Context: an optimization exercise on an open-source flow, tuned for small area, a short achievable clock period and few clock cycles per item. The choices shown serve that exercise and are no tape-out recipe.
In this exercise RTL edits were held to simulation tests only and were not proved equivalent to the original.

==> job 1444: inputs <==
## rtpmix_slot
module rtpmix_slot (
    input  wire         clk,
    input  wire         rst,           
    input  wire         in_valid,
    output wire         in_ready,
    input  wire [7:0]   in_mask,       
    input  wire [127:0] in_samples,    
    output wire         out_valid,
    input  wire         out_ready,
    output wire         out_present,
    output wire [15:0]  out_data
);
==> flow/config.mk <==
export PLATFORM = sky130hd
export DESIGN_NAME = rtpmix_slot
export DESIGN_NICKNAME = rtpmix_slot
export VERILOG_FILES = /design/flow/design.v
export SDC_FILE = /design/flow/constraint.sdc
export NUM_CORES = 4
export LEC_CHECK = 0
export ABC_AREA = 1
export CAP_MARGIN = 20
export CORE_MARGIN = 2
export CORE_UTILIZATION = 65
export CTS_BUF_LIST = sky130_fd_sc_hd__clkbuf_8
export CTS_CLUSTER_SIZE = 40
export PLACE_DENSITY = 0.75
export SLEW_MARGIN = 20
export SYNTH_HIERARCHICAL = 1
export SYNTH_MINIMUM_KEEP_SIZE = 0
==> flow/constraint.sdc <==
create_clock -name core_clock -period 400.0 [get_ports {clk}]
set_input_delay 80.0000 -clock core_clock [delete_from_list [all_inputs] [get_ports {clk}]]
set_output_delay 80.0000 -clock core_clock [all_outputs]
set_load 0.01 [all_outputs]
standard.sh (not shown) runs the stock make flow with config.mk's settings and CLKGATE_MAP_FILE= SYNTH_SCRIPT=/design/flow/synth_recipe.tcl, a recipe that flattens the netlist after the stock synthesis.
==> flow/flow/run.sh <==
#!/bin/bash
# The standard layout, with plain buffers (instead of the automatically
# chosen delay buffer) on the input and output ports.
set -euo pipefail
bash standard.sh "BUFFER_PORTS_ARGS=-buffer_cell sky130_fd_sc_hd__buf_2" finish > standard_flow.log 2>&1
==> job 4323: changes against job 1444 <==
==> flow/run.sh (new file) <==
#!/bin/bash
# synth_recipe.tcl (not shown) runs the flow's synth.tcl, then flattens the netlist and writes it again
# the make line also repeats each setting of config.mk as NAME=value (left out here)
make -C /OpenROAD-flow-scripts/flow DESIGN_CONFIG=/design/flow/config.mk WORK_HOME=/design/flow/orfs CLKGATE_MAP_FILE= SYNTH_SCRIPT=/design/flow/synth_recipe.tcl finish
Settings changed: CTS_BUF_LIST sky130_fd_sc_hd__clkbuf_8 to default, CTS_CLUSTER_SIZE 40 to default.
removed: flow/flow/run.sh
removed: flow/standard.sh
==> job 6345: changes against job 1444 <==
--- a/flow/design.v
+++ b/flow/design.v
@@ -4006,89 +4006,58 @@
     wire n3675 = n3674 & s3657;
     assign m7_r[15] = s3659 ^ n3675;
     wire [15:0] acc2 = m7_r;
     wire [16:0] w = {mp, acc2};
     reg v1, v2;                        
-    reg ov;                            
-    reg c1, c2, c3;                    
-    reg [2:0] rp, wp;                  
+    reg f0, f1, f2, f3;                
     reg t1, t2, t3;                    
     reg ir;                            
-    reg [16:0] o, s0, s1, s2;
+    reg [16:0] e0, e1, e2, e3;         
     wire acc  = in_valid && ir;
     wire push = v2;
-    wire sw   = push && ov;            
     assign in_ready    = ir;
-    assign out_valid   = ov;
-    assign out_present = o[16];
-    assign out_data    = o[15:0];
-    wire [16:0] shead = ({17{rp[0]}} & s0) | ({17{rp[1]}} & s1) | ({17{rp[2]}} & s2);
-    wire [16:0] o_n  = ov ? o : w;
-    wire [16:0] o_p  = (ov && c1) ? shead : w;
-    wire        ov_n = ov || push;
-    wire        ov_p = ov ? (c1 || push) : push;
-    wire [2:0]  wp_a = {wp[1:0], wp[2]};
-    wire [2:0]  rp_a = {rp[1:0], rp[2]};
-    wire [2:0]  wp_n = sw ? wp_a : wp;
-    wire [2:0]  wp_p = (sw && (!ov || c1)) ? wp_a : wp;
-    wire [2:0]  rp_p = (ov && c1) ? rp_a : rp;
-    wire [2:0]  c_up = {c2, c1, 1'b1};
-    wire [2:0]  c_dn = {1'b0, c3, c2};
-    wire [2:0]  c_0  = {c3, c2, c1};
-    wire [2:0]  c_n  = sw ? c_up : c_0;
-    wire [2:0]  c_p  = !ov ? c_0 : !c1 ? c_0 : sw ? c_0 : c_dn;
+    assign out_valid   = f0;
+    assign out_present = e0[16];
+    assign out_data    = e0[15:0];
+    wire [16:0] e0_n = (push && !f0) ? w : e0;
+    wire [16:0] e1_n = (push && f0 && !f1) ? w : e1;
+    wire [16:0] e2_n = (push && f1 && !f2) ? w : e2;
+    wire [16:0] e3_n = (push && f2 && !f3) ? w : e3;
+    wire [16:0] e0_p = !f0 ? e0_n : (push && !f1) ? w : e1;
+    wire [16:0] e1_p = !f0 ? e1_n : (push && f1 && !f2) ? w : e2;
+    wire [16:0] e2_p = !f0 ? e2_n : (push && f2 && !f3) ? w : e3;
+    wire [16:0] e3_p = !f0 ? e3_n : (push && f3) ? w : e3;
+    wire [3:0] f_n = push ? {f2, f1, f0, 1'b1} : {f3, f2, f1, f0};
+    wire [3:0] f_p = !f0 ? f_n : push ? {f3, f2, f1, f0} : {1'b0, f3, f2, f1};
     wire [3:0] t_up = {t3, t2, t1, 1'b1};        
     wire [3:0] t_dn = {1'b0, !ir, t3, t2};
     wire [3:0] t_0  = {!ir, t3, t2, t1};
-    wire [3:0] t_n  = acc ? t_up : t_0;
-    wire [3:0] t_p  = !ov ? t_n : acc ? t_0 : t_dn;
-    wire [16:0] o_d;
-    wire        ov_d;
-    wire [2:0]  wp_d, rp_d, c_d;
-    wire [3:0]  t_d;
-    rtpmix_mux mo[16:0] (.s(out_ready), .a(o_p),  .b(o_n),  .y(o_d));
-    rtpmix_mux mov      (.s(out_ready), .a(ov_p), .b(ov_n), .y(ov_d));
-    rtpmix_mux mwp[2:0] (.s(out_ready), .a(wp_p), .b(wp_n), .y(wp_d));
-    rtpmix_mux mrp[2:0] (.s(out_ready), .a(rp_p), .b(rp),   .y(rp_d));
-    rtpmix_mux mc[2:0]  (.s(out_ready), .a(c_p),  .b(c_n),  .y(c_d));
-    rtpmix_mux mt[3:0]  (.s(out_ready), .a(t_p),  .b(t_n),  .y(t_d));
+    wire [3:0] t_a  = out_ready && f0 ? t_0 : t_up;    
+    wire [3:0] t_b  = out_ready && f0 ? t_dn : t_0;    
+    wire [3:0] t_nx = acc ? t_a : t_b;
     always @(posedge clk) begin
-        o <= o_d;
-        if (sw && wp[0]) s0 <= w;
-        if (sw && wp[1]) s1 <= w;
-        if (sw && wp[2]) s2 <= w;
+        e0 <= out_ready ? e0_p : e0_n;
+        e1 <= out_ready ? e1_p : e1_n;
+        e2 <= out_ready ? e2_p : e2_n;
+        e3 <= out_ready ? e3_p : e3_n;
     end
     always @(posedge clk) begin
         if (rst) begin
             v1 <= 1'b0;
             v2 <= 1'b0;
-            ov <= 1'b0;
-            {c3, c2, c1} <= 3'b000;
-            rp <= 3'b001;
-            wp <= 3'b001;
+            {f3, f2, f1, f0} <= 4'b0000;
             {t3, t2, t1} <= 3'b000;
             ir <= 1'b1;
         end else begin
             v1 <= acc;
             v2 <= v1;
-            ov <= ov_d;
-            {c3, c2, c1} <= c_d;
-            rp <= rp_d;
-            wp <= wp_d;
-            {t3, t2, t1} <= t_d[2:0];
-            ir <= !t_d[3];
+            {f3, f2, f1, f0} <= out_ready ? f_p : f_n;
+            {t3, t2, t1} <= t_nx[2:0];
+            ir <= !t_nx[3];
         end
     end
 endmodule
-module rtpmix_mux (
-    input  wire s,
-    input  wire a,
-    input  wire b,
-    output wire y
-);
-    assign y = s ? a : b;
-endmodule
 module rtpmix_fa (
     input  wire x,
     input  wire y,
     input  wire z,
     output wire s,
==> flow/run.sh (new file) <==
#!/bin/bash
# synth_recipe.tcl (not shown) runs the flow's synth.tcl, then flattens the netlist and writes it again
# the make line also repeats each setting of config.mk as NAME=value (left out here)
make -C /OpenROAD-flow-scripts/flow DESIGN_CONFIG=/design/flow/config.mk WORK_HOME=/design/flow/orfs CLKGATE_MAP_FILE= SYNTH_SCRIPT=/design/flow/synth_recipe.tcl finish
Settings changed: ABC_AREA 1 to default, CORE_UTILIZATION 65 to 40, CTS_BUF_LIST sky130_fd_sc_hd__clkbuf_8 to default, CTS_CLUSTER_SIZE 40 to default, PLACE_DENSITY 0.75 to default.
removed: flow/flow/run.sh
removed: flow/standard.sh
==> notes <==
Of job 1444 and job 6345, job 6345 has the higher critical path depth (gap 5). The lowest final cell count belongs to job 4323, the highest to job 6345. Against job 6345, the final area of job 1444 is lower by 17%. In routed wire length, job 1444 and job 4323 hardly differ. Job 4323 went through all stages and came out clean. Job 1444 completed without violations. Job 6345 produced a clean layout.
==> figures <==
|  | job 1444 | job 6345 | job 4323 |
|---|---|---|---|
| Crit-path slowest cell | sky130_fd_sc_hd__dfxtp_1 | sky130_fd_sc_hd__o21ai_1 | sky130_fd_sc_hd__clkdlybuf4s50_1 |
| Number of instances on the worst hold path | 2 | 1 | 2 |
| TritonCTS Buffers | 48 | 35 | 37 |
| Result of the run | finished clean | finished clean | finished clean |
| Sequential cell area fraction in the yosys report | 0.1143 | 0.08996 | 0.1143 |
| Logic inverters | 780 | 217 | 780 |
| Endpoint of the worst hold path | ms[11] | ms[5] | ms[43] |
| Area share of the largest cell type after synthesis | 0.3658 | 0.3110 | 0.3658 |
| Layout Skew | 0.04395 ns | 0.04883 ns | 0.02337 ns |
| Detailed-route wire length on metal 1 | 57,280 um | 78,870 um | 57,160 um |
Testbench counts of job 1444, summed over its fixed seeds: cycles 32,024, items 32,000.
Testbench counts of job 4323, summed over its fixed seeds: cycles 32,024, items 32,000.
Testbench counts of job 6345, summed over its fixed seeds: cycles 32,024, items 32,000.

## static timing again, ports no longer ideal
How much do the figures lean on ideal ports? The routed layouts below were timed once more, with nothing changed but the port constraints.
Step 1 sets driving cells, clkbuf_16 on the clock port and buf_2 on the other inputs (assumed; they add their load-dependent delay and slew).
Step 2 times the ports against the registers' clock, not the clock port: input delays grow and output delays shrink by t, the midpoint of the rising clock arrivals with the driver on.
a / b / c = no drivers / after step 1 / after step 2; a / b = the first two.
| run | t (ns) | setup slack, ns | hold WS [ns] |
|---|---|---|---|
| job 1444 | 0.794 | 318.803 / 318.730 / 318.584 | 0.393 / 0.393 / 0.393 |
| job 4323 | 0.682 | 318.488 / 318.417 / 318.554 | 0.401 / 0.401 / 0.401 |
| job 6345 | 0.658 | 318.145 / 318.177 / 317.519 | 0.433 / 0.433 / 0.433 |
After both steps every run listed still meets setup and hold. For job 6345, which loses most, drivers alone change the setup slack by +0.032 ns; drivers and shift together by -0.626 ns.
